Context: an optimization exercise on an open-source flow, tuned for small area, a short achievable clock period and few clock cycles. The choices shown serve that exercise and are no tape-out recipe. At most, simulation tests tie the RTL to the original design; equivalence was not proved.

==> flow/design.v <==
module sha256_stream (
    input  wire         clk,
    input  wire         rst,           
    input  wire         start,         
    input  wire         mode,          
    input  wire         in_valid,
    output wire         in_ready,
    input  wire [31:0]  in_data,       
    input  wire         in_last,
    input  wire [2:0]   in_nbytes,     
    output wire [255:0] digest,
    output wire         digest_valid
);
    reg         busy;       
    reg         pre;        
    reg  [6:0]  t;          
    reg  [3:0]  slot;       
    reg  [5:0]  kidx;       
    reg  [31:0] k_n;        
    reg         open;       
    reg         need80;     
    reg         fits;       
    reg         fin;        
    reg         done;       
    reg         rotating;   
    reg  [3:0]  rot;        
    reg  [15:0] nbytes;     
    reg         ib_valid;
    reg  [31:0] ib_data;
    reg         ib_last;
    reg  [2:0]  ib_nbytes;
    reg  [31:0] a, b, c, d, e, f, g, h;
    reg  [31:0] ys, yc;             
    reg  [31:0] p0, p1, p2, p3;     
    reg  [31:0] q0, q1, q2, q3;     
    reg  [31:0] w [0:15];           
    integer i;
    wire        t63   = (t == 7'd63);
    wire        t64   = t[6];
    wire        emit  = t64 || t63 || (t < 7'd14);
    wire        want  = busy && emit && open;   
    wire        wait0 = want && pre && t63 && !ib_valid;
    wire        stall = want && (rotating || !ib_valid) && !wait0;
    wire        adv   = busy && !stall && !wait0;   
    wire        rnd   = adv && !pre;            
    wire        fold  = (t >= 7'd61);           
    wire        take  = want && !rotating && ib_valid;   
    assign in_ready     = !ib_valid || take;
    assign digest_valid = done;
    assign digest       = {p0, p1, p2, p3, q0, q1, q2, q3};
    wire        k_adv = adv && !t63;
    reg  [31:0] k_rom;
    always @(*) begin
        case (kidx)
            6'd0:  k_rom = 32'h428a2f98; 6'd1:  k_rom = 32'h71374491;
            6'd2:  k_rom = 32'hb5c0fbcf; 6'd3:  k_rom = 32'he9b5dba5;
            6'd4:  k_rom = 32'h3956c25b; 6'd5:  k_rom = 32'h59f111f1;
            6'd6:  k_rom = 32'h923f82a4; 6'd7:  k_rom = 32'hab1c5ed5;
            6'd8:  k_rom = 32'hd807aa98; 6'd9:  k_rom = 32'h12835b01;
            6'd10: k_rom = 32'h243185be; 6'd11: k_rom = 32'h550c7dc3;
            6'd12: k_rom = 32'h72be5d74; 6'd13: k_rom = 32'h80deb1fe;
            6'd14: k_rom = 32'h9bdc06a7; 6'd15: k_rom = 32'hc19bf174;
            6'd16: k_rom = 32'he49b69c1; 6'd17: k_rom = 32'hefbe4786;
            6'd18: k_rom = 32'h0fc19dc6; 6'd19: k_rom = 32'h240ca1cc;
            6'd20: k_rom = 32'h2de92c6f; 6'd21: k_rom = 32'h4a7484aa;
            6'd22: k_rom = 32'h5cb0a9dc; 6'd23: k_rom = 32'h76f988da;
            6'd24: k_rom = 32'h983e5152; 6'd25: k_rom = 32'ha831c66d;
            6'd26: k_rom = 32'hb00327c8; 6'd27: k_rom = 32'hbf597fc7;
            6'd28: k_rom = 32'hc6e00bf3; 6'd29: k_rom = 32'hd5a79147;
            6'd30: k_rom = 32'h06ca6351; 6'd31: k_rom = 32'h14292967;
            6'd32: k_rom = 32'h27b70a85; 6'd33: k_rom = 32'h2e1b2138;
            6'd34: k_rom = 32'h4d2c6dfc; 6'd35: k_rom = 32'h53380d13;
            6'd36: k_rom = 32'h650a7354; 6'd37: k_rom = 32'h766a0abb;
            6'd38: k_rom = 32'h81c2c92e; 6'd39: k_rom = 32'h92722c85;
            6'd40: k_rom = 32'ha2bfe8a1; 6'd41: k_rom = 32'ha81a664b;
            6'd42: k_rom = 32'hc24b8b70; 6'd43: k_rom = 32'hc76c51a3;
            6'd44: k_rom = 32'hd192e819; 6'd45: k_rom = 32'hd6990624;
            6'd46: k_rom = 32'hf40e3585; 6'd47: k_rom = 32'h106aa070;
            6'd48: k_rom = 32'h19a4c116; 6'd49: k_rom = 32'h1e376c08;
            6'd50: k_rom = 32'h2748774c; 6'd51: k_rom = 32'h34b0bcb5;
            6'd52: k_rom = 32'h391c0cb3; 6'd53: k_rom = 32'h4ed8aa4a;
            6'd54: k_rom = 32'h5b9cca4f; 6'd55: k_rom = 32'h682e6ff3;
            6'd56: k_rom = 32'h748f82ee; 6'd57: k_rom = 32'h78a5636f;
            6'd58: k_rom = 32'h84c87814; 6'd59: k_rom = 32'h8cc70208;
            6'd60: k_rom = 32'h90befffa; 6'd61: k_rom = 32'ha4506ceb;
            6'd62: k_rom = 32'hbef9a3f7; default: k_rom = 32'hc67178f2;
        endcase
    end
    wire [31:0] s0  = {a[1:0], a[31:2]} ^ {a[12:0], a[31:13]} ^ {a[21:0], a[31:22]};
    wire [31:0] mj  = (a & b) | (a & c) | (b & c);
    wire [31:0] u_s = ys ^ yc ^ mj;
    wire [31:0] u_c = {((ys & yc) | (ys & mj) | (yc & mj)), 1'b0};
    wire [31:0] v_s = u_s ^ u_c ^ s0;
    wire [31:0] v_c = {((u_s & u_c) | (u_s & s0) | (u_c & s0)), 1'b0};
    wire [31:0] dx  = t64 ? q3 : d;
    wire [31:0] r_s = ys ^ yc ^ dx;
    wire [31:0] r_c = {((ys & yc) | (ys & dx) | (yc & dx)), 1'b0};
    wire [31:0] a_new = v_s + v_c;
    wire [31:0] e_new = r_s + r_c;
    wire [31:0] pa = p3 + a;
    wire [31:0] qe = q3 + e;
    wire [31:0] hn   = t64 ? q2 : g;
    wire [31:0] w15  = w[15];
    wire [31:0] x_s  = hn ^ k_n ^ w15;
    wire [31:0] x_c  = {((hn & k_n) | (hn & w15) | (k_n & w15)), 1'b0};
    wire [31:0] p_n  = x_s + x_c;
    wire [31:0] en   = e_new;
    wire [31:0] fn   = t64 ? q0 : e;
    wire [31:0] gn   = t64 ? q1 : f;
    wire [31:0] s1n  = {en[5:0], en[31:6]} ^ {en[10:0], en[31:11]} ^ {en[24:0], en[31:25]};
    wire [31:0] chn  = (en & fn) ^ (~en & gn);
    wire [31:0] x1_s = p_n ^ s1n ^ chn;
    wire [31:0] x1_c = {((p_n & s1n) | (p_n & chn) | (s1n & chn)), 1'b0};
    wire [31:0] ys_n = !t63 ? x1_s : pre ? 32'd0 : e_new;
    wire [31:0] yc_n = !t63 ? x1_c : 32'd0;
    wire [31:0] w1  = w[1];
    wire [31:0] w14 = w[14];
    wire [31:0] ss0 = {w1[6:0], w1[31:7]} ^ {w1[17:0], w1[31:18]} ^ (w1 >> 3);
    wire [31:0] ss1 = {w14[16:0], w14[31:17]} ^ {w14[18:0], w14[31:19]} ^ (w14 >> 10);
    wire [31:0] m_s = ss1 ^ w[9] ^ ss0;
    wire [31:0] m_c = {((ss1 & w[9]) | (ss1 & ss0) | (w[9] & ss0)), 1'b0};
    wire [31:0] n_s = m_s ^ m_c ^ w[0];
    wire [31:0] n_c = {((m_s & m_c) | (m_s & w[0]) | (m_c & w[0])), 1'b0};
    wire [31:0] w_new = n_s + n_c;
    reg  [31:0] last_word;
    always @(*) begin
        case (ib_nbytes)
            3'd0:    last_word = 32'h80000000;
            3'd1:    last_word = {ib_data[31:24], 24'h800000};
            3'd2:    last_word = {ib_data[31:16], 16'h8000};
            3'd3:    last_word = {ib_data[31:8], 8'h80};
            default: last_word = ib_data;
        endcase
    end
    wire [31:0] pad_word = need80 ? 32'h80000000 :
                           (fits && slot == 4'd15) ? {13'd0, nbytes, 3'd0} : 32'h0;
    wire [31:0] msg_word = open ? (ib_last ? last_word : ib_data) : pad_word;
    wire [31:0] w_in     = emit ? msg_word : w_new;
    always @(posedge clk) begin
        if (rst) begin
            busy     <= 1'b0;
            pre      <= 1'b0;
            t        <= 7'd63;
            slot     <= 4'd0;
            open     <= 1'b0;
            need80   <= 1'b0;
            fits     <= 1'b0;
            fin      <= 1'b0;
            done     <= 1'b0;
            rotating <= 1'b0;
            rot      <= 4'd0;
            nbytes   <= 16'd0;
        end else if (start) begin
            busy     <= 1'b1;
            pre      <= 1'b1;
            t        <= 7'd63;
            slot     <= 4'd0;
            open     <= 1'b1;
            need80   <= 1'b0;
            fits     <= 1'b0;
            fin      <= 1'b0;
            done     <= 1'b0;
            rotating <= 1'b0;
            rot      <= 4'd0;
            nbytes   <= 16'd0;
        end else if (stall) begin
            rot <= rot + 4'd1;
            if (!rotating)
                rotating <= 1'b1;
            else if (rot == 4'd15)
                rotating <= 1'b0;
        end else if (adv) begin
            if (t64) begin
                t   <= 7'd0;
                pre <= 1'b0;
            end else begin
                t <= t + 7'd1;
            end
            if (emit) begin
                slot <= slot + 4'd1;
                if (open) begin
                    nbytes <= nbytes + (ib_last ? {13'd0, ib_nbytes} : 16'd4);
                    if (ib_last) begin
                        open   <= 1'b0;
                        need80 <= (ib_nbytes == 3'd4);
                        fits   <= (slot <= 4'd13);
                    end
                end else if (need80) begin
                    need80 <= 1'b0;
                    fits   <= (slot <= 4'd13);
                end else if (slot == 4'd0) begin
                    fits <= 1'b1;
                end else if (slot == 4'd15 && fits) begin
                    fin <= 1'b1;
                end
            end
            if (rnd && t64 && fin) begin
                busy <= 1'b0;
                done <= 1'b1;
            end
        end
    end
    always @(posedge clk) begin
        if (start) begin
            kidx <= 6'd1;
            k_n  <= 32'h428a2f98;
        end else if (k_adv) begin
            kidx <= kidx + 6'd1;
            k_n  <= k_rom;
        end
    end
    always @(posedge clk) begin
        if (rst || start)
            ib_valid <= 1'b0;
        else if (in_valid && in_ready)
            ib_valid <= 1'b1;
        else if (take)
            ib_valid <= 1'b0;
    end
    always @(posedge clk) begin
        if (in_valid && in_ready) begin
            ib_data   <= in_data;
            ib_last   <= in_last;
            ib_nbytes <= in_nbytes;
        end
    end
    always @(posedge clk) begin
        for (i = 0; i < 15; i = i + 1)
            w[i] <= w[i + 1];
        w[15] <= stall ? w[0] : w_in;
    end
    always @(posedge clk) begin
        if (stall) begin
            a <= h; b <= a; c <= b; d <= c;
            e <= d; f <= e; g <= f; h <= g;
        end else if (pre && !t64) begin
            a <= 32'd0; b <= a; c <= b; d <= c;
            e <= 32'd0; f <= e; g <= f; h <= g;
        end else if (t64) begin
            a <= pa; b <= p0; c <= p1; d <= p2;
            e <= e_new; f <= q0; g <= q1; h <= q2;
        end else begin
            a <= a_new; b <= a; c <= b; d <= c;
            e <= e_new; f <= e; g <= f; h <= g;
        end
    end
    always @(posedge clk) begin
        if (!stall) begin
            ys <= ys_n;
            yc <= yc_n;
        end
    end
    wire fold_en = adv && fold && !(pre && !t64);
    always @(posedge clk) begin
        if (start) begin
            if (mode) begin
                p0 <= 32'h367cd507; p1 <= 32'h3070dd17; p2 <= 32'hf70e5939; p3 <= 32'hc1059ed8;
                q0 <= 32'h68581511; q1 <= 32'h64f98fa7; q2 <= 32'hbefa4fa4; q3 <= 32'hffc00b31;
            end else begin
                p0 <= 32'hbb67ae85; p1 <= 32'h3c6ef372; p2 <= 32'ha54ff53a; p3 <= 32'h6a09e667;
                q0 <= 32'h9b05688c; q1 <= 32'h1f83d9ab; q2 <= 32'h5be0cd19; q3 <= 32'h510e527f;
            end
        end else if (fold_en) begin
            p0 <= pa; p1 <= p0; p2 <= p1; p3 <= p2;
            q0 <= qe; q1 <= q0; q2 <= q1; q3 <= q2;
        end
    end
endmodule
Settings: LEC_CHECK=0, CAP_MARGIN=20, CORE_MARGIN=2, CORE_UTILIZATION=60, CTS_BUF_LIST=sky130_fd_sc_hd__clkbuf_8, CTS_CLUSTER_SIZE=30, SETUP_SLACK_MARGIN=5, SLEW_MARGIN=20; clock period 10.0 ns.
run.sh (not shown) runs the stock make flow with config.mk's settings and CLKGATE_MAP_FILE= SYNTH_SCRIPT=/design/flow/synth_recipe.tcl, a recipe that flattens the netlist after the stock synthesis.
Rerun with:
--- a/flow/design.v
+++ b/flow/design.v
@@ -45,16 +45,16 @@
     wire        rnd   = adv && !pre;            
     wire        fold  = (t >= 7'd61);           
     wire        take  = want && !rotating && ib_valid;   
     assign in_ready     = !ib_valid || take;
     assign digest_valid = done;
     assign digest       = {p0, p1, p2, p3, q0, q1, q2, q3};
-    wire        k_adv = adv && !t63;
+    wire [5:0]  kidx_n = (adv && !t63) ? kidx + 6'd1 : kidx;
     reg  [31:0] k_rom;
     always @(*) begin
-        case (kidx)
+        case (kidx_n)
             6'd0:  k_rom = 32'h428a2f98; 6'd1:  k_rom = 32'h71374491;
             6'd2:  k_rom = 32'hb5c0fbcf; 6'd3:  k_rom = 32'he9b5dba5;
             6'd4:  k_rom = 32'h3956c25b; 6'd5:  k_rom = 32'h59f111f1;
             6'd6:  k_rom = 32'h923f82a4; 6'd7:  k_rom = 32'hab1c5ed5;
             6'd8:  k_rom = 32'hd807aa98; 6'd9:  k_rom = 32'h12835b01;
             6'd10: k_rom = 32'h243185be; 6'd11: k_rom = 32'h550c7dc3;
@@ -89,33 +89,30 @@
     wire [31:0] s0  = {a[1:0], a[31:2]} ^ {a[12:0], a[31:13]} ^ {a[21:0], a[31:22]};
     wire [31:0] mj  = (a & b) | (a & c) | (b & c);
     wire [31:0] u_s = ys ^ yc ^ mj;
     wire [31:0] u_c = {((ys & yc) | (ys & mj) | (yc & mj)), 1'b0};
     wire [31:0] v_s = u_s ^ u_c ^ s0;
     wire [31:0] v_c = {((u_s & u_c) | (u_s & s0) | (u_c & s0)), 1'b0};
-    wire [31:0] dx  = t64 ? q3 : d;
-    wire [31:0] r_s = ys ^ yc ^ dx;
-    wire [31:0] r_c = {((ys & yc) | (ys & dx) | (yc & dx)), 1'b0};
+    wire [31:0] r_s = ys ^ yc ^ d;
+    wire [31:0] r_c = {((ys & yc) | (ys & d) | (yc & d)), 1'b0};
     wire [31:0] a_new = v_s + v_c;
     wire [31:0] e_new = r_s + r_c;
     wire [31:0] pa = p3 + a;
     wire [31:0] qe = q3 + e;
     wire [31:0] hn   = t64 ? q2 : g;
     wire [31:0] w15  = w[15];
     wire [31:0] x_s  = hn ^ k_n ^ w15;
     wire [31:0] x_c  = {((hn & k_n) | (hn & w15) | (k_n & w15)), 1'b0};
     wire [31:0] p_n  = x_s + x_c;
-    wire [31:0] en   = e_new;
+    wire [31:0] en   = t64 ? qe : e_new;
     wire [31:0] fn   = t64 ? q0 : e;
     wire [31:0] gn   = t64 ? q1 : f;
     wire [31:0] s1n  = {en[5:0], en[31:6]} ^ {en[10:0], en[31:11]} ^ {en[24:0], en[31:25]};
     wire [31:0] chn  = (en & fn) ^ (~en & gn);
-    wire [31:0] x1_s = p_n ^ s1n ^ chn;
-    wire [31:0] x1_c = {((p_n & s1n) | (p_n & chn) | (s1n & chn)), 1'b0};
-    wire [31:0] ys_n = !t63 ? x1_s : pre ? 32'd0 : e_new;
-    wire [31:0] yc_n = !t63 ? x1_c : 32'd0;
+    wire [31:0] ys_n = p_n ^ s1n ^ chn;
+    wire [31:0] yc_n = {((p_n & s1n) | (p_n & chn) | (s1n & chn)), 1'b0};
     wire [31:0] w1  = w[1];
     wire [31:0] w14 = w[14];
     wire [31:0] ss0 = {w1[6:0], w1[31:7]} ^ {w1[17:0], w1[31:18]} ^ (w1 >> 3);
     wire [31:0] ss1 = {w14[16:0], w14[31:17]} ^ {w14[18:0], w14[31:19]} ^ (w14 >> 10);
     wire [31:0] m_s = ss1 ^ w[9] ^ ss0;
     wire [31:0] m_c = {((ss1 & w[9]) | (ss1 & ss0) | (w[9] & ss0)), 1'b0};
@@ -199,16 +196,16 @@
                 done <= 1'b1;
             end
         end
     end
     always @(posedge clk) begin
         if (start) begin
-            kidx <= 6'd1;
+            kidx <= 6'd0;
             k_n  <= 32'h428a2f98;
-        end else if (k_adv) begin
-            kidx <= kidx + 6'd1;
+        end else begin
+            kidx <= kidx_n;
             k_n  <= k_rom;
         end
     end
     always @(posedge clk) begin
         if (rst || start)
             ib_valid <= 1'b0;
@@ -235,13 +232,13 @@
             e <= d; f <= e; g <= f; h <= g;
         end else if (pre && !t64) begin
             a <= 32'd0; b <= a; c <= b; d <= c;
             e <= 32'd0; f <= e; g <= f; h <= g;
         end else if (t64) begin
             a <= pa; b <= p0; c <= p1; d <= p2;
-            e <= e_new; f <= q0; g <= q1; h <= q2;
+            e <= qe; f <= q0; g <= q1; h <= q2;
         end else begin
             a <= a_new; b <= a; c <= b; d <= c;
             e <= e_new; f <= e; g <= f; h <= g;
         end
     end
     always @(posedge clk) begin
After rerunning:
- The changed run completed without violations
- routed wire length goes up by 3.9%
- setup slack gains 0.40 ns
- die area decreases by 1.3%
- synthesized area falls by 1.4%
- register-to-register slack gets better by 0.40 ns
- cell count goes down by 3.0%
- maximum frequency rose by 8.0%
- critical path depth fell by 5
- via count falls by 0.52%
- clock skew went down by 0.0055 ns
Testbench counts after the change, summed over its fixed seeds: cycles 49,063.
No functional check of the RTL was part of the first run of this note.

re-timing with driven ports:
In the flow no input, the clock included, has a driving cell. The finished layouts below were timed again as built, in two steps.
Step 1, drivers: a clkbuf_16 drives clk and a buf_2 each remaining input, both assumed.
Step 2 adds t to the input delays and takes it off the output delays; t is the mean of the earliest and latest rising clock arrival at the registers after step 1. Input paths then give back, and output paths get back, about the clock's delay inside the block.
Three values: no drivers, after step 1, after step 2; two values: the first two.
run | t, ns | slack for setup (ns) | worst register clock-pin slew, ns
the first run | 1.003 | 4.656 / 4.656 / 4.656 | 0.07 / 0.07
the second run | 0.992 | 5.052 / 5.052 / 5.052 | 0.07 / 0.07
After both steps every run listed still meets setup and hold.
